This is an optimization exercise on Yosys and OpenROAD, whose aim is small area, a short achievable clock period and few clock cycles per item, not a production implementation.
At most, simulation tests tie the RTL to the original design; equivalence was not proved.
For run 1, only the layout was checked, not whether the RTL still works.
No activity file was given, so power comes from the tool's default toggle rates.

[flow/design.v]
module olidx_voice_codec (
    input  wire       clk,
    input  wire       rst,         
    input  wire       in_valid,
    output wire       in_ready,
    input  wire [7:0] in_data,
    input  wire       in_unpack,   
    output wire       out_valid,
    input  wire       out_ready,
    output wire [7:0] out_data,
    output wire       out_last,
    output wire [6:0] out_chk
);
    function automatic dec_cons(input m, input v, input [4:0] s);
        begin
            if (!v && !m)     dec_cons = (s <= 5'd20);
            else if (!v)      dec_cons = !(s == 5'd11 || s == 5'd14 || s == 5'd17 || s == 5'd20);
            else if (!m)      dec_cons = 1'b1;
            else              dec_cons = !(s == 5'd9 || s == 5'd15 || s == 5'd16);
        end
    endfunction
    function automatic dec_prod(input m, input v, input [4:0] s);
        begin
            if (!v && !m)     dec_prod = !(s == 5'd11 || (s >= 5'd13 && s <= 5'd19));
            else if (!v)      dec_prod = 1'b1;
            else if (!m)      dec_prod = !(s == 5'd9 || s == 5'd15 || s == 5'd16);
            else              dec_prod = 1'b1;
        end
    endfunction
    reg        mode;        
    reg  [2:0] sec;         
    reg  [4:0] k;           
    reg  [2:0] hb;          
    reg  [4:0] hc;          
    reg  [7:0] hd;          
    reg  [5:0] he;          
    reg  [7:0] hf;          
    reg  [7:0] o_data;
    reg        o_v, o_last, o_new;
    reg  [6:0] ck;
    reg  [7:0] s_data;
    reg        s_v, s_last;
    reg        rdy;
    wire voice = (sec == 3'd6);
    wire first = (sec == 3'd0) && (k == 5'd0);
    wire lastb = voice && (k == 5'd28);
    wire cons  = dec_cons(mode, voice, k);
    wire prod  = dec_prod(mode, voice, k);
    wire need  = cons || (mode && (voice ? (k == 5'd9 || k == 5'd15 || k == 5'd16)
                                          : (k == 5'd11 || k == 5'd14 || k == 5'd17)));
    wire go    = cons ? (rdy && in_valid) : ((!need || in_valid) && !s_v);
    wire push  = go && prod;
    wire pop   = o_v && out_ready;
    wire ld_o  = !o_v || pop;
    wire to_o  = push && !lastb && ld_o;
    wire to_s  = push && (lastb || !ld_o);
    wire send  = voice ? (k == 5'd28) : (mode ? (k == 5'd20) : (k == 5'd24));
    reg [7:0] b;
    always @* begin
        b = in_data;
        if (!mode && !voice) begin
            case (k)
                5'd12: b = {4'b0, in_data[1:0], hb[1:0]};
                5'd20: b = {1'b0, in_data[3:0], hb};
                5'd21: b = {3'b0, hc};
                5'd22: b = hd;
                5'd23: b = {2'b0, he};
                5'd24: b = hf;
                default: b = in_data;
            endcase
        end else if (!mode) begin
            case (k)
                5'd8:  b = {3'b0, in_data[4:0]};
                5'd10: b = {4'b0, in_data[0], hb};
                5'd17: b = {1'b0, in_data[2:0], hd[2:0], hc[2]};
                default: b = in_data;
            endcase
        end else if (!voice) begin
            case (k)
                5'd11: b = {6'b0, in_data[1:0]};
                5'd12: b = {6'b0, in_data[3:2]};
                5'd13: b = {5'b0, in_data[2:0]};
                5'd14: b = {6'b0, in_data[1:0]};
                5'd15: b = {5'b0, in_data[4:2]};
                5'd17: b = {7'b0, in_data[0]};
                5'd18: b = {3'b0, in_data[5:1]};
                5'd20: b = {4'b0, hd[6:3]};
                default: b = in_data;
            endcase
        end else begin
            case (k)
                5'd8:  b = {3'b0, in_data[4:0]};
                5'd9:  b = {5'b0, in_data[2:0]};
                5'd10: b = {7'b0, in_data[3]};
                5'd15: b = {7'b0, in_data[0]};
                5'd16: b = {5'b0, in_data[3:1]};
                5'd17: b = {5'b0, in_data[6:4]};
                default: b = in_data;
            endcase
        end
    end
    wire [2:0] sec_n = rst ? 3'd0 : (go && send) ? (voice ? 3'd0 : sec + 3'd1) : sec;
    wire [4:0] k_n   = rst ? 5'd0 : go ? (send ? 5'd0 : k + 5'd1) : k;
    wire       s_v_n = !rst && (s_v ? !ld_o : to_s);
    always @(posedge clk) begin
        if (go && first)
            mode <= in_unpack;
        sec  <= sec_n;
        k    <= k_n;
        rdy  <= rst || (dec_cons(mode, sec_n == 3'd6, k_n) &&
                        (!dec_prod(mode, sec_n == 3'd6, k_n) || !s_v_n));
        s_v  <= s_v_n;
    end
    always @(posedge clk) begin
        if (k == 5'd9 || k == 5'd11 || k == 5'd13) hb <= in_data[2:0];
        if (k == 5'd14) hc[1:0] <= in_data[1:0];
        if (k == 5'd15) hc[4:2] <= in_data[2:0];
        if ((k == 5'd13 && mode) || (k == 5'd16 && !mode)) hd <= in_data;
        if (k == 5'd17) he[0] <= in_data[0];
        if (k == 5'd18) he[5:1] <= in_data[4:0];
        if (k == 5'd19) hf <= in_data;
    end
    always @(posedge clk) begin
        if (ld_o) begin
            o_data <= s_v ? s_data : b;
            o_last <= s_v && s_last;
        end
        if (!s_v) begin
            s_data <= b;
            s_last <= lastb;
        end
        if (rst) begin
            o_v   <= 1'b0;
            o_new <= 1'b0;
        end else begin
            o_v   <= ld_o ? (s_v || to_o) : 1'b1;
            o_new <= to_o;
        end
        if (rst)
            ck <= 7'd0;
        else if (ld_o && s_v)
            ck <= (o_last ? 7'd0 : ck) - s_data[6:0];
        else if (o_new)
            ck <= ck - o_data[6:0];
        else if (pop && o_last)
            ck <= 7'd0;
    end
    assign in_ready  = rdy;
    assign out_valid = o_v;
    assign out_data  = o_data;
    assign out_last  = o_last;
    assign out_chk   = ck;
endmodule
[flow/flow/run.sh]
#!/bin/bash
# Standard ORFS layout (the standard.sh) with a tighter timing-repair
# target, no footprint restriction on resizing and plain buffers on the ports.
# The full make output goes to standard.log in this folder.
bash standard.sh SETUP_SLACK_MARGIN=5.5 MATCH_CELL_FOOTPRINT=0 'BUFFER_PORTS_ARGS=-buffer_cell sky130_fd_sc_hd__buf_2'  finish > standard.log 2>&1
[flow/standard.sh]
#!/bin/bash
# synth_recipe.tcl (not shown) runs the flow's synth.tcl, then flattens the netlist and writes it again
# the make line also repeats each setting of config.mk as NAME=value (left out here)
make -C /OpenROAD-flow-scripts/flow DESIGN_CONFIG=/design/flow/config.mk WORK_HOME=/design/flow/orfs CLKGATE_MAP_FILE= SYNTH_SCRIPT=/design/flow/synth_recipe.tcl "${@:-finish}"
[flow/config.mk]
export PLATFORM = sky130hd
export DESIGN_NAME = olidx_voice_codec
export DESIGN_NICKNAME = olidx_voice_codec
export VERILOG_FILES = /design/flow/design.v
export SDC_FILE = /design/flow/constraint.sdc
export NUM_CORES = 4
export LEC_CHECK = 0
export ABC_CLOCK_PERIOD_IN_PS = 2500
export CAP_MARGIN = 20
export CORE_MARGIN = 2
export CORE_UTILIZATION = 40
export PLACE_DENSITY = 0.6
export SETUP_SLACK_MARGIN = 5
export SLEW_MARGIN = 20
[flow/constraint.sdc]
create_clock -name core_clock -period 9.0 [get_ports {clk}]
set_input_delay 1.8000 -clock core_clock [delete_from_list [all_inputs] [get_ports {clk}]]
set_output_delay 1.8000 -clock core_clock [all_outputs]
set_load 0.01 [all_outputs]
==> results of run 1 <==
[where the power goes]
group / total, mW / switching [mW] / internal, mW
Clock: 0.208 / 0.108 / 0.0992
Sequential: 0.358 / 0.0137 / 0.344
Combinational: 0.129 / 0.0718 / 0.0573
[routing by layer]
metal,routed length (um),up-vias,part of all wire (%)
met3,753,19,6.5
met2,5360,136,46
li1,-,1844,-
met4,227,0,2.0
met1,5280,1881,45
met5,0,-,0
[cells in the mapped netlist (13+ instances only)]
library cell	instances	area (sq um)
clkbuf_1	26	97.6
inv_1	29	109
ha_1	17	213
dfxtp_1	27	541
nor2_1	40	150
nor2b_1	14	87.6
xnor2_1	13	114
o21ai_0	25	125
edfxtp_1	41	1230
nand2_1	34	128
nand3_1	14	70.1
a21oi_1	44	220
[worst paths after layout]
| check | to | slack, ns | cells past startpoint |
|---|---|---|---|
| setup / recovery | rdy | 5.62 | 9 |
| hold / removal | s_data[7] | 0.46 | 2 |
| setup reg to reg | rdy | 5.63 | 10 |
| hold reg to reg | s_data[7] | 0.46 | 2 |
[cell usage in the layout (no fill, tap or decap), types with 3 or more instances in the layout]
| cell type | synthesis | layout |
|---|---|---|
| nand3_1 | 14 | 14 |
| nor3_1 | 5 | 4 |
| dfxtp_2 | 0 | 4 |
| nor2_1 | 40 | 40 |
| ha_1 | 17 | 14 |
| clkbuf_1 | 26 | 6 |
| a21oi_1 | 44 | 43 |
| nand2_1 | 34 | 34 |
| o211ai_1 | 4 | 4 |
| a22oi_1 | 9 | 9 |
| o21bai_1 | 3 | 3 |
| nor2b_1 | 14 | 14 |
| a222oi_1 | 6 | 6 |
| mux2i_4 | 0 | 3 |
| a31oi_1 | 6 | 6 |
| dfxtp_1 | 27 | 22 |
| a221o_1 | 3 | 3 |
| clkbuf_8 | 0 | 9 |
| xnor2_1 | 13 | 13 |
| edfxtp_1 | 41 | 41 |
| buf_4 | 0 | 7 |
| a221oi_1 | 12 | 12 |
| xor2_1 | 3 | 3 |
| nor4_1 | 5 | 4 |
| and3_1 | 6 | 6 |
| o22ai_1 | 3 | 3 |
| o31ai_1 | 4 | 4 |
| a22o_1 | 4 | 4 |
| o21ai_0 | 25 | 25 |
| mux2i_1 | 7 | 5 |
| buf_2 | 4 | 30 |
| o21ai_1 | 6 | 6 |
| inv_1 | 29 | 28 |
| nand2b_1 | 7 | 7 |
| a21o_1 | 6 | 6 |
[state kept, by name (all words and copies together), names as in the netlist]
| name | count |
|---|---|
| k | 5 |
| s_last | 1 |
| hf | 8 |
| mode | 1 |
| s_data | 8 |
| o_v | 1 |
| o_new | 1 |
| o_last | 1 |
| ck | 7 |
| sec | 3 |
| o_data | 8 |
| he | 6 |
| hd | 8 |
| hb | 3 |
| hc | 5 |
| rdy | 1 |
| s_v | 1 |
[metrics by stage]
stage                     hold slack [ns]  setup WS (ns)  util, %  area (sq um)
final                               0.463           5.62     45.6          4900
after detailed placement            0.459           4.88     42.8          4600
after CTS                           0.469           5.49     44.9          4820
after floorplan                     0.430           5.55        -          4380
after global placement              0.445           4.96     42.8          4600
after global routing                0.502           5.43     45.6          4900
[final cells by class]
| class | count | area (sq um) | share of cell area (%) |
|---|---|---|---|
| Multi-Input combinational cell | 354 | 2480 | 50.7 |
| Sequential cell | 68 | 1780 | 36.3 |
| Timing Repair Buffer | 37 | 203 | 4.13 |
| Tap cell | 140 | 175 | 3.57 |
| Clock buffer | 15 | 146 | 2.99 |
| Inverter | 30 | 113 | 2.30 |
[what timing repair did]
item / 4_1_cts / 5_1_grt
endpoints found under the setup margin: 19 / 8
buffers inserted: 3 / 2
pin swaps: 0 / 1
endpoints found under the hold margin: 0 / 0
gates resized for setup: 13 / 10
cloned: 1 / 0
[logic make-up (layout without fill, tap and decap cells)]
| logic type | count (synthesis) | count (layout) |
|---|---|---|
| xor gates and xnor gates | 16 | 16 |
| AOI/OAI and AO/OA | 156 | 156 |
| muxes | 10 | 11 |
| and+or+nand+nor | 151 | 151 |
| adders and majority gates | 20 | 20 |
| DFF | 68 | 68 |
| buffers and inverters | 62 | 82 |
[critical path: cells and delay by family]
kind / cells / cell delay, ns
mux: 4 / 0.69
simple gates: 2 / 0.65
compound gates: 2 / 0.37
buf+inv: 1 / 0.10
==> flow_metrics.tcl, run 1 <==
set metrics [dict create \
    met3_usage_pct 4.58 \
    hold_viol 0 \
    drv_slew 0 \
    cts.clk_slew.worst_paths_ns 0.07 \
    cpPeakStageDelay_ns 0.55 \
    syn_avg_cell_area_sq_um 9.06 \
    vias 3880 \
    chipHeight_um 109 \
    cts_root_buf "clkbuf_8" \
    yosysSeqAreaShare_pct 40.5 \
    die_w_um 109 \
    syn_area_sq_mm 0.00438 \
    power.density_mw_per_mm2 142 \
    min_from "s_data[7]" \
    setup-tns-final_ns 0 \
    start_kind "input port" \
    drt_iter0_markers 313 \
    startpoint "in_valid" \
    route.detailed.drc 0 \
    wl_per_cell_um 18.0 \
    max_freq_ghz 0.296 \
    cts_buffer_depth 2 \
    hpwl_um 8060 \
    grt_overflow_total 0 \
    synth_simple_gate_area_share_pct 18.4 \
    synthCells 483 \
    tritoncts "yes" \
    vdd.ir_drop.worst_mv 0.0708 \
    cp.required_ns 9.25 \
    wirelength_um 11600 \
    start_util_pct 40.7 \
    hp-class "register to register" \
    power.total_mw 0.695 \
    synth_compound_area_share_pct 24.0 \
    rsz0062_at_grt "true" \
    skew_ns 0.00997 \
    fillers 1080 \
    synth_fa_ha_area_share_pct 6.00 \
    antenna_found_initial 0 \
    slowest_stage "or4_4" \
    r2r-start "k[0]" \
    synth_fp_nets 515 \
    tightest_slew_ns 0.836 \
    ys.flop_type "edfxtp_1" \
    critPathMaxFanout 6 \
    drt_first_pass_iters 9 \
    ys_ff_latch 68 \
    h-tree-depth 3 \
    synth_cell_types 71 \
    design.core.area_sq_mm 0.0107 \
    insertion_delay_ns 0.37 \
    maxCapViolCount 0 \
    synth-xor-area-share_pct 3.20 \
    clock_sinks 68 \
    finalCritPeriodShare_pct 37.6 \
    synth_edf_count 41 \
    status "complete, no violations" \
    grt_pass1_vias 3799 \
    synthToLayoutAreaGrowth_pct 12.0 \
    row_count 38 \
    relSlewSlack_pct 44.0 \
    final_cell_count_no_fill 644 \
    critPathKind "input port to register" \
    fin_crit_ns 3.38 \
    pin_count 31 \
    ys_warn_count 1 \
    place_congestion 0.876 \
    antenna_left 0 \
    port_buffers 30 \
    p_leak_nw 1.90 \
    async_flop_share_pct 0 \
    grt-busiest-layer "met2" \
    cp_cell_sequence "buf_2 -> nand2_1 -> mux2i_4 -> mux2i_4 -> or4_4 -> a221oi_2 -> mux2i_1 -> mux2i_1 -> o211ai_1" \
    gr-usage-met1_pct 28.8 \
    finalSetupViolations 0 \
    crit_arrival_ns 3.63 \
    gr-usage-all-layers_pct 21.1 \
    drive_gt1_share_pct 14.7 \
    grt_start_max_net_pins 25 \
    placed_cells 623 \
    fp.dieArea_sq_mm 0.0118 \
    end_kind "register" \
    muxShareOfSynthArea_pct 2.43 \
    antennaDiodeCount 0 \
    postCtsHoldBufs 0 \
    grt_util_met2_pct 33.2 \
    synth_top_family_by_area "compound AO/OA/AOI/OAI gates" \
    cts_buffers 9 \
    via_per_inst 6.02 \
    nNetsFinal 532 \
    grt_pass1_wl_um 19200 \
]
==> run 2, diff against run 1 <==
--- a/flow/design.v
+++ b/flow/design.v
@@ -50,9 +50,42 @@
                                           : (k == 5'd11 || k == 5'd14 || k == 5'd17)));
-    wire go    = cons ? (rdy && in_valid) : ((!need || in_valid) && !s_v);
-    wire push  = go && prod;
+    wire send  = voice ? (k == 5'd28) : (mode ? (k == 5'd20) : (k == 5'd24));
+    wire go1   = cons ? rdy : !s_v;               
+    wire go0   = !cons && !need && !s_v;          
+    wire go    = in_valid ? go1 : go0;
+    wire push1 = go1 && prod;
+    wire push0 = go0 && prod;
     wire pop   = o_v && out_ready;
-    wire ld_o  = !o_v || pop;
-    wire to_o  = push && !lastb && ld_o;
-    wire to_s  = push && (lastb || !ld_o);
-    wire send  = voice ? (k == 5'd28) : (mode ? (k == 5'd20) : (k == 5'd24));
+    wire ld_o  = !o_v || out_ready;
+    wire [2:0] sec_a = send ? (voice ? 3'd0 : sec + 3'd1) : sec;
+    wire [4:0] k_a   = send ? 5'd0 : k + 5'd1;
+    wire       v_a   = (sec_a == 3'd6);
+    wire       cons_a = dec_cons(mode, v_a, k_a);
+    wire       prod_a = dec_prod(mode, v_a, k_a);
+    wire sv11 = !s_v && push1 && lastb;
+    wire sv01 = !s_v && push0 && lastb;
+    wire sv10 = s_v ? o_v : (push1 && (lastb || o_v));
+    wire sv00 = s_v ? o_v : (push0 && (lastb || o_v));
+    wire c1 = go1 ? cons_a : cons, p1 = go1 ? prod_a : prod;
+    wire c0 = go0 ? cons_a : cons, p0 = go0 ? prod_a : prod;
+    wire r11 = c1 && (!p1 || !sv11);
+    wire r10 = c1 && (!p1 || !sv10);
+    wire r01 = c0 && (!p0 || !sv01);
+    wire r00 = c0 && (!p0 || !sv00);
+    wire ov1 = s_v || (push1 && !lastb);
+    wire ov0 = s_v || (push0 && !lastb);
+    wire on1 = push1 && !lastb && !s_v;
+    wire on0 = push0 && !lastb && !s_v;
+    reg s_v_n, rdy_n, o_v_n, o_new_n;
+    always @* begin
+        case ({in_valid, out_ready})
+            2'b11: begin s_v_n = sv11; rdy_n = r11; o_v_n = ov1;         o_new_n = on1; end
+            2'b10: begin s_v_n = sv10; rdy_n = r10; o_v_n = o_v || ov1;  o_new_n = on1 && !o_v; end
+            2'b01: begin s_v_n = sv01; rdy_n = r01; o_v_n = ov0;         o_new_n = on0; end
+            default: begin s_v_n = sv00; rdy_n = r00; o_v_n = o_v || ov0; o_new_n = on0 && !o_v; end
+        endcase
+    end
+    wire [6:0] ck_sub = (o_last ? 7'd0 : ck) - s_data[6:0];
+    wire [6:0] ck_new = ck - o_data[6:0];
+    wire [6:0] ck1 = s_v ? ck_sub : o_new ? ck_new : (o_v && o_last) ? 7'd0 : ck;
+    wire [6:0] ck0 = (s_v && !o_v) ? ck_sub : o_new ? ck_new : ck;
     reg [7:0] b;
@@ -101,5 +134,2 @@
     end
-    wire [2:0] sec_n = rst ? 3'd0 : (go && send) ? (voice ? 3'd0 : sec + 3'd1) : sec;
-    wire [4:0] k_n   = rst ? 5'd0 : go ? (send ? 5'd0 : k + 5'd1) : k;
-    wire       s_v_n = !rst && (s_v ? !ld_o : to_s);
     always @(posedge clk) begin
@@ -107,7 +137,21 @@
             mode <= in_unpack;
-        sec  <= sec_n;
-        k    <= k_n;
-        rdy  <= rst || (dec_cons(mode, sec_n == 3'd6, k_n) &&
-                        (!dec_prod(mode, sec_n == 3'd6, k_n) || !s_v_n));
-        s_v  <= s_v_n;
+        if (rst) begin
+            sec   <= 3'd0;
+            k     <= 5'd0;
+            rdy   <= 1'b1;
+            s_v   <= 1'b0;
+            o_v   <= 1'b0;
+            o_new <= 1'b0;
+            ck    <= 7'd0;
+        end else begin
+            if (go) begin
+                sec <= sec_a;
+                k   <= k_a;
+            end
+            rdy   <= rdy_n;
+            s_v   <= s_v_n;
+            o_v   <= o_v_n;
+            o_new <= o_new_n;
+            ck    <= out_ready ? ck1 : ck0;
+        end
     end
@@ -131,17 +175,2 @@
         end
-        if (rst) begin
-            o_v   <= 1'b0;
-            o_new <= 1'b0;
-        end else begin
-            o_v   <= ld_o ? (s_v || to_o) : 1'b1;
-            o_new <= to_o;
-        end
-        if (rst)
-            ck <= 7'd0;
-        else if (ld_o && s_v)
-            ck <= (o_last ? 7'd0 : ck) - s_data[6:0];
-        else if (o_new)
-            ck <= ck - o_data[6:0];
-        else if (pop && o_last)
-            ck <= 7'd0;
     end
==> flow/flow/run.sh (replaced) <==
#!/bin/bash
# Standard ORFS layout (the standard.sh) with a tighter timing-repair
# target, no footprint restriction on resizing and plain buffers on the ports.
# The full make output goes to standard.log in this folder.
bash standard.sh SETUP_SLACK_MARGIN=6.5 MATCH_CELL_FOOTPRINT=0 'BUFFER_PORTS_ARGS=-buffer_cell sky130_fd_sc_hd__buf_2'  finish > standard.log 2>&1
==> run 2 against run 1 <==
  * Still clean on timing, DRC and antenna
  * Global-route usage grew 1.7 points
  * Via count grew 18%
  * First-iteration DRC count grew 100%
  * Clock power grew 81%
  * Sequential power is essentially flat
  * Combinational power grew 53%
  * Final area grew 33%
  * Critical endpoint is now o_data[3]
  * Largest cell class unchanged
  * Largest power group is now clock
==> flow_metrics.tcl, run 2 <==
set metrics [dict create \
    status "complete, no violations" \
    pin_count 31 \
    synthCells 513 \
    hp-class "register to register" \
    drv_slew 0 \
    critPathKind "input port to register" \
    ys.flop_type "edfxtp_1" \
    critPathMaxFanout 5 \
    synth_edf_count 41 \
    die_w_um 112 \
    max_freq_ghz 0.356 \
    grt_pass1_vias 4479 \
    fin_crit_ns 2.81 \
    maxCapViolCount 0 \
    drt_first_pass_iters 5 \
    vias 4585 \
    final_util_pct 57.0 \
    ys_warn_count 1 \
    drt_iter0_markers 632 \
    cts.clk_slew.worst_paths_ns 0.05 \
    antennaDiodeCount 0 \
    yosysTopAreaCell "edfxtp_1" \
    synth_cell_types 75 \
    gr-usage-all-layers_pct 22.7 \
    start_kind "input port" \
    drive_gt1_share_pct 37.7 \
    cp.required_ns 9.09 \
    cts_buffer_depth 2 \
    wl_per_cell_um 19.2 \
    place_congestion 0.883 \
    ys_top_cells_by_area "edfxtp_1, dfxtp_1, ha_1" \
    syn_area_sq_mm 0.00471 \
    finalCritPeriodShare_pct 31.2 \
    vdd.ir_drop.worst_mv 0.118 \
    rsz0062_at_grt "true" \
    clock_sinks 68 \
    hpwl_um 8560 \
    hold_viol 0 \
    tightest_slew_ns 0.783 \
    antenna_found_initial 0 \
    port_buffers 30 \
    syn_avg_cell_area_sq_um 9.17 \
    chipHeight_um 112 \
    final_common_cell "buf_4" \
    skew_ns 0.00726 \
    synth.most_common_cell "edfxtp_1" \
    fp.dieArea_sq_mm 0.0126 \
    cts_buffers 9 \
    finalSetupViolations 0 \
    ys_ff_latch 68 \
    insertion_delay_ns 0.34 \
    cts_root_buf "clkbuf_16" \
    relSlewSlack_pct 47.5 \
    route.detailed.drc 0 \
    crit_arrival_ns 2.90 \
    grt_start_max_net_pins 36 \
    row_count 39 \
    via_per_inst 6.14 \
    hold_ws_ns 0.483 \
    synth_fp_nets 545 \
    grt_pass1_wl_um 23100 \
    antenna_left 0 \
    setup-tns-final_ns 0 \
    nNetsFinal 631 \
    async_flop_share_pct 0 \
    synth_top_cell_area_share_pct 26.2 \
    synth_common_cells "edfxtp_1, nor2_1, a21oi_1" \
    p_leak_nw 2.56 \
    grt_overflow_total 0 \
    tritoncts "yes" \
    wirelength_um 14400 \
    end_kind "register" \
    yosysSeqAreaShare_pct 37.6 \
    h-tree-depth 3 \
    power.density_mw_per_mm2 142 \
    design.core.area_sq_mm 0.0115 \
    mostFrequentLayoutCells "buf_4, edfxtp_1, nor2_1" \
    start_util_pct 41.0 \
    synthToLayoutAreaGrowth_pct 38.9 \
]
run 2: through the flow:
step / instances / area (sq um) / total power [mW] / setup slack, ns
2_1_floorplan: 513 / 4900 / 0.458 / 6.05
3_3_place_gp: 648 / 4950 / 0.488 / 5.27
3_5_place_dp: 648 / 4950 / 0.490 / 5.20
4_1_cts: 726 / 6170 / 0.916 / 6.24
5_1_grt: 747 / 6540 / 0.970 / 6.11
6_report: 747 / 6540 / 0.930 / 6.19
run 2: final timing paths:
check / start / slack (ns) / endpoint / cells past startpoint
worst min-delay path: s_data[5] / 0.48 / s_data[5] / 2
worst min register to register: s_data[5] / 0.48 / s_data[5] / 2
worst max-delay path: in_data[0] / 6.19 / o_data[3] / 9
worst max register to register: k[0] / 6.41 / k[3] / 11
run 2: cells by family (layout without fill, tap and decap cells):
group,Yosys count,in the layout,synth area share (%)
buffers and inverters,74,165,6.83
AOI/OAI and AO/OA,165,165,26.0
DFF,68,68,37.6
xor gates and xnor gates,12,12,2.23
muxes,8,8,1.83
adders and majority gates,19,19,5.37
and+or+nand+nor,167,167,20.1
run 2: final cells by class:
type                    count  area, sq um
fillers                   956         4930
multi-input cells         371         3020
flip-flops and latches     68         1800
repair buffers            117         1090
clock buffers               9          225
well taps                 143          179
inverters                  32          130
clock inverters             7         90.1
run 2: what timing repair did:
action                                  4_1_cts  5_1_grt
endpoints found under the hold margin         0        0
gates resized for setup                     104       40
endpoints found under the setup margin       63       53
hold buffers                                  0        0
pin swaps                                    34       28
buffers inserted                             61       20
cloned                                        1        1
run 2: where the power goes:
group	internal, mW	switching, mW	total, mW
sequential	0.344	0.0112	0.355
combinational	0.101	0.0958	0.197
clock	0.241	0.136	0.377
total	0.687	0.243	0.930
run 2: routing by layer:
layer  vias to the layer above  part of all wire [%]  GRT usage [%]  wire length [um]
met5                         -                     0              0                 0
met4                         0                   2.6           7.48               371
met3                        33                   5.9           4.48               841
met2                       188                    49           38.4              7050
met1                      2245                    42           29.3              6110
li1                       2119                     -              -                 -
run 2: worst max-delay path: stages:
cell and delay (ns):
buf_12 0.10, buf_4 0.12, buf_6 0.12, a22o_1 0.23, nand3_2 0.08, nand3_2 0.06
a21oi_2 0.12, nor3_2 0.06, a22o_1 0.20
Testbench counts of run 2, summed over its fixed seeds: cycles 32,432, records 192.
==> run 3, diff against run 2 <==
==> flow/flow/run.sh (replaced) <==
#!/bin/bash
# Standard ORFS layout (the standard.sh) with a tighter timing-repair
# target, no footprint restriction on resizing and plain buffers on the ports.
# The full make output goes to standard.log in this folder.
bash standard.sh SETUP_SLACK_MARGIN=5.5 MATCH_CELL_FOOTPRINT=0 'BUFFER_PORTS_ARGS=-buffer_cell sky130_fd_sc_hd__buf_2'  finish > standard.log 2>&1
==> run 3 against run 2 <==
  * Hold slack improved by 0.0045 ns
  * First-iteration DRC count fell by 17%
  * Clock skew shrank 0.0031 ns
  * Synthesized area unchanged
  * Cell count down 11%
  * Synthesized cell count unchanged
  * Worst setup slack worse by 0.45 ns
  * Sequential share of layout area up 6.5 points
  * Sequential power barely moved
  * Flip-flop and latch count unchanged
  * Largest power group unchanged
  * Highest routed layer unchanged
==> flow_metrics.tcl, run 3 <==
set metrics [dict create \
    status "complete, no violations" \
    r2r-start "k[0]" \
    synthCells 513 \
    drt_iter0_markers 522 \
    r2r_slack_ns 5.74 \
    ff2ff_path_depth 8 \
    cts_buffer_depth 2 \
    synth_fa_ha_area_share_pct 5.37 \
    pin_count 31 \
    insertion_delay_ns 0.35 \
    ys.flop_type "edfxtp_1" \
    mostFrequentLayoutCells "edfxtp_1, nor2_1, a21oi_1" \
    synth_top_family_by_area "compound AO/OA/AOI/OAI gates" \
    syn_area_sq_mm 0.00471 \
    r2r-end "o_data[1]" \
    hp-class "register to register" \
    synth_top_cell_area_share_pct 26.2 \
    critPathMaxFanout 18 \
    start_util_pct 41.0 \
    clock_sinks 68 \
    drv_slew 0 \
    startpoint "k[0]" \
    relSlewSlack_pct 37.3 \
    hold_viol 0 \
    final_common_cell "edfxtp_1" \
    synth_common_cells "edfxtp_1, nor2_1, a21oi_1" \
    synthToLayoutAreaGrowth_pct 10.6 \
    start_kind "register" \
    hold-path-cell-count 1 \
    seq_power_share_pct 42.4 \
    holdPathEnd "s_data[7]" \
    cts.clk_slew.worst_paths_ns 0.06 \
    synth_simple_gate_area_share_pct 20.1 \
    ys_top_cells_by_area "edfxtp_1, dfxtp_1, ha_1" \
    power.density_mw_per_mm2 162 \
    async_flop_share_pct 0 \
    synth_edf_count 41 \
    synth_cell_types 75 \
    p_switching_mw 0.230 \
    crit_arrival_ns 3.43 \
    fillers 1087 \
    layout_setup_ws_ns 5.74 \
    min_from "s_data[7]" \
    wirelength_um 12500 \
    route.detailed.drc 0 \
    place_congestion 0.850 \
    finalCritPeriodShare_pct 36.3 \
    h-tree-depth 3 \
    final_util_pct 45.4 \
    finalSetupViolations 0 \
    gr-usage-all-layers_pct 20.0 \
    vdd.ir_drop.worst_mv 0.0874 \
    port_buffers 30 \
    yosysTopAreaCell "edfxtp_1" \
    grt_pass1_vias 3871 \
    wl_per_cell_um 18.8 \
    grt_start_max_net_pins 41 \
    antenna_left 0 \
    place_area_sq_mm 0.00487 \
    max_freq_ghz 0.306 \
    intPower_mw 0.613 \
    grt_pass1_wl_um 20300 \
    ys_ff_latch 68 \
    postCtsHoldBufs 0 \
    drt_first_pass_iters 5 \
    tritoncts "yes" \
    muxShareOfSynthArea_pct 1.83 \
    end_kind "register" \
    yosysSeqAreaShare_pct 37.6 \
    antenna_found_initial 0 \
    design.core.area_sq_mm 0.0115 \
    via_per_inst 6.18 \
    fp.dieArea_sq_mm 0.0126 \
    cp.required_ns 9.17 \
    grt_overflow_total 0 \
    nNetsFinal 550 \
    ys_warn_count 1 \
    synth_compound_area_share_pct 26.0 \
    cts_root_buf "clkbuf_16" \
    hold_ws_ns 0.487 \
    fin_crit_ns 3.26 \
    chipHeight_um 112 \
    drive_gt1_share_pct 13.4 \
    post-route-cell-area_sq_mm 0.00520 \
    switching_share_pct 27.2 \
    syn_avg_cell_area_sq_um 9.17 \
    place_ws_ns 5.48 \
    p_comb_share_pct 14.9 \
    p_leak_nw 1.98 \
    synth.most_common_cell "edfxtp_1" \
    tightest_slew_ns 0.937 \
    synth-xor-area-share_pct 2.23 \
    antennaDiodeCount 0 \
    setup-tns-final_ns 0 \
    cts_buffers 9 \
    die_w_um 112 \
    maxCapViolCount 0 \
    synth_fp_nets 545 \
    skew_ns 0.00415 \
    vias 4113 \
    row_count 39 \
    power_frac_clock_pct 42.6 \
    rsz0062_at_grt "false" \
    hpwl_um 8700 \
    critPathKind "register to register" \
]
[run 3: what timing repair did]
item	in CTS	in global routing
gates resized for setup	0	2
setup buffers	0	1
setup endpoints to repair	0	10
[run 3: final cells by class]
cell class | instances | area (sq um) | share of cell area (%)
Clock inverter | 7 | 75.1 | 1.44
Clock buffer | 9 | 225 | 4.33
Multi-Input combinational cell | 371 | 2620 | 50.4
Timing Repair Buffer | 36 | 208 | 3.99
Tap cell | 143 | 179 | 3.44
Sequential cell | 68 | 1770 | 34.1
Inverter | 32 | 120 | 2.31
[run 3: layer usage]
| metal | track usage (%) | wire [um] |
|---|---|---|
| met4 | 7.56 | 307 |
| met1 | 27.4 | 5680 |
| met2 | 31.1 | 5850 |
| met3 | 4.43 | 683 |
| met5 | 0 | 0 |
[run 3: stage by stage]
| step | power [mW] | instances |
|---|---|---|
| global placement | 0.484 | 649 |
| finish | 0.842 | 666 |
| CTS | 0.849 | 665 |
| floorplan | 0.450 | 513 |
| global route | 0.878 | 666 |
| detailed placement | 0.487 | 649 |
[run 3: cell families after synthesis]
group,after synthesis
XOR/XNOR,12
AO/OA/AOI/OAI,165
multiplexers,8
adder cells (fa/ha/maj),19
flip-flops,68
buffers and inverters,74
AND/OR/NAND/NOR,167
[run 3: worst max-delay path by stage]
| stage | to | slack [ns] | cells after the start |
|---|---|---|---|
| final | o_data[1] | 5.74 | 8 |
| after global routing | o_data[1] | 5.54 | 8 |
| after CTS | mode | 5.62 | 8 |
| after detailed placement | ck[6] | 5.48 | 7 |
| after global placement | ck[6] | 5.58 | 7 |
| after floorplan | mode | 5.80 | 13 |
[run 3: worst max-delay path, stage by stage (launching register included)]
cell	delay (ns)
dfxtp_1	0.52
inv_1	0.20
ha_1	0.44
and4b_1	0.46
nor4b_4	0.45
nand2_1	0.10
a311oi_1	0.49
o21ai_0	0.26
o21ai_0	0.17
[run 3: power by group through the flow]
stage                     logic [mW]  clock network (mW)  registers, mW
final                          0.126               0.359          0.357
after global routing           0.141               0.377          0.359
after CTS                      0.125               0.367          0.357
after floorplan               0.0873                   0          0.362
after global placement         0.121                   0          0.363
after detailed placement       0.123                   0          0.364
==> run 4, diff against run 3 <==
==> flow/flow/run.sh (replaced) <==
#!/bin/bash
# Standard ORFS layout (the standard.sh) with a tighter timing-repair
# target, no footprint restriction on resizing and plain buffers on the ports.
# The full make output goes to standard.log in this folder.
bash standard.sh SETUP_SLACK_MARGIN=6.0 MATCH_CELL_FOOTPRINT=0 'BUFFER_PORTS_ARGS=-buffer_cell sky130_fd_sc_hd__buf_2'  finish > standard.log 2>&1
==> run 4 against run 3 <==
  * Final area rose by 2.1%
  * Register-to-register slack gained 0.42 ns
  * Still clean on timing, DRC and antenna
  * Largest power group is now sequential cells
  * Synthesized cell count unchanged
  * Non-clock buffer count increased by 5
  * Cell count rose by 0.90%
  * Combinational power is 3% higher
==> flow_metrics.tcl, run 4 <==
set metrics [dict create \
    final_cell_count_no_fill 672 \
    power.total_mw 0.835 \
    setup-tns-final_ns 0 \
    cpLargestDelayFamily "compound AO/OA/AOI/OAI gates" \
    grt_pass1_vias 3998 \
    drive_gt1_share_pct 16.8 \
    antenna_left 0 \
    synth_simple_gate_area_share_pct 20.1 \
    holdPathEnd "s_data[7]" \
    pin_count 31 \
    hold_viol 0 \
    start_kind "input port" \
    critPathBufInv 1 \
    grt_overflow_total 0 \
    layout_setup_ws_ns 6.09 \
    start_util_pct 41.0 \
    cts_root_buf "clkbuf_16" \
    status "complete, no violations" \
    h-tree-depth 3 \
    critPathKind "input port to register" \
    via_per_inst 6.21 \
    ys_ff_latch 68 \
    hpwl_um 8750 \
    cp.required_ns 9.07 \
    wirelength_um 13000 \
    post-route-cell-area_sq_mm 0.00531 \
    async_flop_share_pct 0 \
    final_util_pct 46.3 \
    design.core.area_sq_mm 0.0115 \
    vias 4173 \
    drt_iter0_markers 402 \
    yosysTopAreaCell "edfxtp_1" \
    die_w_um 112 \
    crit_arrival_ns 2.99 \
    cts.clk_slew.worst_paths_ns 0.06 \
    ys.flop_type "edfxtp_1" \
    synth-xor-area-share_pct 2.23 \
    synth_compound_area_share_pct 26.0 \
    grt-busiest-layer "met2" \
    antenna_found_initial 0 \
    r2r-start "k[0]" \
    synth_edf_count 41 \
    critPathMaxFanout 8 \
    min_from "s_data[7]" \
    mostFrequentLayoutCells "edfxtp_1, nor2_1, a21oi_1" \
    p_leak_nw 2.00 \
    hold-path-cell-count 1 \
    nNetsFinal 556 \
    hp-class "register to register" \
    synth_fa_ha_area_share_pct 5.37 \
    antennaDiodeCount 0 \
    synth_fp_nets 545 \
    final_common_cell "edfxtp_1" \
    max_freq_ghz 0.343 \
    cpMostUsedCell "a221oi_1" \
    route.detailed.drc 0 \
    cts_buffers 9 \
    synth_cell_types 75 \
    hold_ws_ns 0.483 \
    end_kind "register" \
    synth_top_cell_area_share_pct 26.2 \
    drt_first_pass_iters 6 \
    tightest_slew_ns 0.941 \
    row_count 39 \
    met3_usage_pct 3.73 \
    synthCells 513 \
    rsz0062_at_grt "true" \
    fp.dieArea_sq_mm 0.0126 \
    place_ws_ns 5.47 \
    grt_util_met2_pct 33.5 \
    ys_top_cells_by_area "edfxtp_1, dfxtp_1, ha_1" \
    synth_common_cells "edfxtp_1, nor2_1, a21oi_1" \
    synth_top_family_by_area "compound AO/OA/AOI/OAI gates" \
    placed_cells 648 \
    place_congestion 0.864 \
    maxCapViolCount 0 \
    r2r_slack_ns 6.16 \
    syn_area_sq_mm 0.00471 \
    synthToLayoutAreaGrowth_pct 12.9 \
    syn_avg_cell_area_sq_um 9.17 \
    slowest_stage "a221oi_1" \
    finalCritPeriodShare_pct 32.4 \
    cpPeakStageDelay_ns 0.42 \
    cp_cell_sequence "buf_2 -> a221oi_1 -> nand2_1 -> a21oi_1 -> a221oi_1 -> o211ai_1 -> o21ai_1" \
    cts_buffer_depth 2 \
    place_area_sq_mm 0.00487 \
    ys_warn_count 1 \
    clock_sinks 68 \
    fin_crit_ns 2.91 \
    drv_slew 0 \
    relSlewSlack_pct 37.3 \
    gr-usage-met1_pct 28.0 \
    chipHeight_um 112 \
    grt_pass1_wl_um 21200 \
    power.density_mw_per_mm2 157 \
    port_buffers 30 \
    grt_start_max_net_pins 41 \
    gr-usage-all-layers_pct 21.1 \
    vdd.ir_drop.worst_mv 0.0698 \
    skew_ns 0.00689 \
    insertion_delay_ns 0.35 \
    muxShareOfSynthArea_pct 1.83 \
    wl_per_cell_um 19.4 \
    ff2ff_path_depth 10 \
    synth.most_common_cell "edfxtp_1" \
    finalSetupViolations 0 \
    tritoncts "yes" \
    yosysSeqAreaShare_pct 37.6 \
    r2r-end "k[3]" \
]
==> run 4: area by class of cell <==
| type | count | area, sq um |
|---|---|---|
| Fill cell | 1111 | 6150 |
| Multi-Input combinational cell | 372 | 2690 |
| Sequential cell | 68 | 1780 |
| Timing Repair Buffer | 41 | 251 |
| Clock buffer | 11 | 233 |
| Tap cell | 143 | 179 |
| Inverter | 32 | 128 |
| Clock inverter | 5 | 53.8 |
==> run 4: cell families after synthesis <==
| kind of cell | Yosys count |
|---|---|
| AOI/OAI and AO/OA | 165 |
| DFF | 68 |
| xor gates and xnor gates | 12 |
| adders and majority gates | 19 |
| buffers and inverters | 74 |
| muxes | 8 |
| and+or+nand+nor | 167 |
==> run 4: what timing repair did <==
| action | in CTS | in global routing |
|---|---|---|
| gates cloned | 1 | 0 |
| pin swaps | 4 | 8 |
| gates resized for setup | 10 | 19 |
| setup endpoints to repair | 26 | 23 |
| buffers inserted | 1 | 6 |
| hold buffers | 0 | 0 |
==> run 4: power breakdown <==
group / switching, mW / internal [mW]
sequential: 0.0136 / 0.344
combinational: 0.0728 / 0.0576
clock: 0.134 / 0.213
total: 0.220 / 0.615
==> run 4: worst max path at each step <==
stage / startpoint / end / slack, ns / cells past startpoint
after floorplan: k[2] / mode / 5.97 / 13
final: in_data[4] / o_data[2] / 6.09 / 7
after global routing: in_data[2] / o_data[1] / 5.97 / 6
after detailed placement: k[0] / mode / 5.47 / 8
after CTS: out_ready / ck[6] / 6.00 / 7
after global placement: out_ready / rdy / 5.58 / 7
==> run 4: layer usage <==
| metal | wire length, um | up-vias |
|---|---|---|
| li1 | - | 1968 |
| met1 | 5770 | 2018 |
| met2 | 6140 | 154 |
| met3 | 685 | 33 |
| met4 | 448 | 0 |
| met5 | 0 | - |
==> run 4: worst register-to-register path: cells and delay by family (launching register included) <==
kind            cells  cell delay [ns]
fa+ha+maj           1             0.25
flops               1             0.42
simple gates        2             0.54
buf+inv             2             0.34
compound gates      5             1.16
==> run 5, diff against run 4 <==
--- a/flow/config.mk
+++ b/flow/config.mk
@@ -11,2 +11,5 @@
 export CORE_UTILIZATION = 40
+export CTS_BUF_LIST = sky130_fd_sc_hd__clkbuf_8
+export CTS_CLUSTER_DIAMETER = 60
+export CTS_CLUSTER_SIZE = 30
 export PLACE_DENSITY = 0.6
==> run 5 against run 4 <==
  * Flip-flop and latch count unchanged
  * Clock power down 29%
  * Sequential power about the same
  * First-iteration DRC count up 9.5%
  * Clock skew up 0.0022 ns
  * Final area down 2.1%
  * Synthesized cell count unchanged
  * Register-to-register slack worse by 0.07 ns
  * Largest power group unchanged
==> flow_metrics.tcl, run 5 <==
set metrics [dict create \
    critPathKind "input port to register" \
    cts_buffers 9 \
    gr-usage-all-layers_pct 20.8 \
    multiInputGateArea_sq_mm 0.00269 \
    maxCapViolCount 0 \
    wirelength_um 12900 \
    antenna_left 0 \
    synth_cell_types 75 \
    synth_fa_ha_area_share_pct 5.37 \
    insertion_delay_ns 0.36 \
    ff_latch_area_sq_mm 0.00178 \
    grt_start_max_net_pins 41 \
    design.core.area_sq_mm 0.0115 \
    synth-xor-area-share_pct 2.23 \
    async_flop_share_pct 0 \
    critPathBufInv 1 \
    final_common_cell "edfxtp_1" \
    cts.clk_slew.worst_paths_ns 0.08 \
    row_count 39 \
    route.detailed.drc 0 \
    ys_ff_latch 68 \
    mostFrequentLayoutCells "edfxtp_1, nor2_1, a21oi_1" \
    max_freq_ghz 0.338 \
    pin_count 31 \
    fp.dieArea_sq_mm 0.0126 \
    ys.flop_type "edfxtp_1" \
    hold_viol 0 \
    syn_avg_cell_area_sq_um 9.17 \
    final_util_pct 45.4 \
    cpPeakStageDelay_ns 0.33 \
    wl_per_cell_um 19.3 \
    ff2ff_path_depth 8 \
    synth_simple_gate_area_share_pct 20.1 \
    clock_sinks 68 \
    finalCritPeriodShare_pct 32.9 \
    start_kind "input port" \
    vias 4154 \
    synth_common_cells "edfxtp_1, nor2_1, a21oi_1" \
    die_w_um 112 \
    power.total_mw 0.734 \
    post-route-cell-area_sq_mm 0.00520 \
    port_buffers 30 \
    final_cell_count_no_fill 671 \
    syn_area_sq_mm 0.00471 \
    fin_crit_ns 2.96 \
    drt_first_pass_iters 5 \
    grt_overflow_total 0 \
    start_util_pct 41.0 \
    synth_edf_count 41 \
    finalSetupViolations 0 \
    cp.required_ns 9.07 \
    grt_pass1_vias 3931 \
    yosysTopAreaCell "edfxtp_1" \
    synth_fp_nets 545 \
    p_leak_nw 1.97 \
    vdd.ir_drop.worst_mv 0.0638 \
    place_area_sq_mm 0.00487 \
    cpLargestDelayFamily "compound AO/OA/AOI/OAI gates" \
    drive_gt1_share_pct 16.3 \
    end_kind "register" \
    grt_pass1_wl_um 21000 \
    crit_arrival_ns 3.03 \
    hold-path-cell-count 1 \
    cts_buffer_depth 2 \
    tritoncts "yes" \
    rsz0062_at_grt "true" \
    synthToLayoutAreaGrowth_pct 10.6 \
    ys_warn_count 1 \
    hp-class "register to register" \
    worstSetupPathDepth 6 \
    layout_setup_ws_ns 6.04 \
    place_ws_ns 5.47 \
    synth_compound_area_share_pct 26.0 \
    power.density_mw_per_mm2 141 \
    ys_top_cells_by_area "edfxtp_1, dfxtp_1, ha_1" \
    synth_top_cell_area_share_pct 26.2 \
    critPathMaxFanout 14 \
    synth_top_family_by_area "compound AO/OA/AOI/OAI gates" \
    cp_cell_sequence "buf_2 -> a222oi_1 -> a31oi_1 -> a211oi_1 -> a311o_1 -> o21ai_0" \
    antenna_found_initial 0 \
    via_per_inst 6.19 \
    cts_root_buf "clkbuf_8" \
    postCtsHoldBufs 0 \
    slowest_stage "a211oi_1" \
    placed_cells 648 \
    chipHeight_um 112 \
    setup-tns-final_ns 0 \
    skew_ns 0.00906 \
    tightest_slew_ns 0.942 \
    fillers 1122 \
    hold_ws_ns 0.486 \
    hpwl_um 8750 \
    nNetsFinal 555 \
    synth.most_common_cell "edfxtp_1" \
    relSlewSlack_pct 37.2 \
    drt_iter0_markers 440 \
    h-tree-depth 3 \
    synthCells 513 \
    status "complete, no violations" \
    drv_slew 0 \
    antennaDiodeCount 0 \
    muxShareOfSynthArea_pct 1.83 \
    yosysSeqAreaShare_pct 37.6 \
    place_congestion 0.864 \
]
run 5: worst reg2reg max path, cell delays in order, from the launching register on:
cell	delay [ns]
dfxtp_4	0.40
clkinvlp_4	0.16
ha_1	0.34
and4b_1	0.39
nor4b_4	0.45
nand2_1	0.10
a311oi_1	0.46
o21ai_0	0.27
o21ai_0	0.17
run 5: cell families after synthesis:
group,after synthesis
compound gates,165
xor+xnor,12
fa+ha+maj,19
buf+inv,74
flops,68
mux,8
simple gates,167
run 5: layout make-up:
type | count | share of cell area (%)
multi-input combinational | 372 | 51.8
tap | 143 | 3.44
timing repair buffer | 40 | 4.62
inverter | 32 | 2.38
clock buffer | 9 | 2.38
clock inverter | 7 | 1.18
sequential | 68 | 34.2
run 5: what timing repair did:
item                                    CTS  global route
hold endpoints to repair                  0             0
pin swaps                                 3             6
buffers inserted                          1             5
gates resized for setup                  10            17
gates cloned                              1             0
endpoints found under the setup margin   25            21
run 5: report_power, final:
part           switching (mW)  internal (mW)  total, mW
clock network           0.122          0.124      0.246
registers              0.0131          0.344      0.357
logic                  0.0734         0.0575      0.131
run 5: path summary, 6_finish.rpt:
kind	slack, ns	startpoint	to
min	0.49	s_data[7]	s_data[7]
max reg2reg	6.09	k[0]	o_data[1]
max	6.04	in_data[1]	o_data[4]
min reg2reg	0.49	s_data[7]	s_data[7]
run 5: layer usage:
| metal | vias up | global-route usage [%] | part of all wire, % |
|---|---|---|---|
| li1 | 1960 | - | - |
| met1 | 2013 | 28.3 | 44 |
| met2 | 156 | 33.1 | 48 |
| met3 | 25 | 3.62 | 6.3 |
| met4 | 0 | 7.97 | 2.4 |
| met5 | - | 0 | 0 |

## static timing again, ports no longer ideal
The flow's constraints put no driver on any port. The routed layouts listed below were extracted and timed again, unchanged, in two steps. Step 1, drivers: a clkbuf_16 drives clk and a buf_2 each remaining input, both assumed. Step 2 times the ports against the registers' clock, not the clock port: input delays grow and output delays shrink by t, the midpoint of the rising clock arrivals with the driver on. Slacks: ideal ports / drivers / drivers and shift; pairs: ideal ports / drivers.
run	t (ns)	slack for setup (ns)	worst setup path at the end	latest minus earliest clock arrival (ns)
run 1	0.392	5.618 / 5.629 / 5.238	input to register	0.010 / 0.010
run 2	0.377	6.188 / 6.182 / 5.805	input to register	0.008 / 0.008
run 3	0.384	5.736 / 5.736 / 5.418	input to register	0.004 / 0.004
run 4	0.378	6.087 / 6.063 / 5.722	input to register	0.007 / 0.007
run 5	0.393	6.038 / 6.052 / 5.661	input to register	0.010 / 0.009
After both steps setup and hold are still met in every run listed. The setup slack of run 2, which loses most, moves by -0.006 ns with the drivers and by -0.383 ns with both steps.
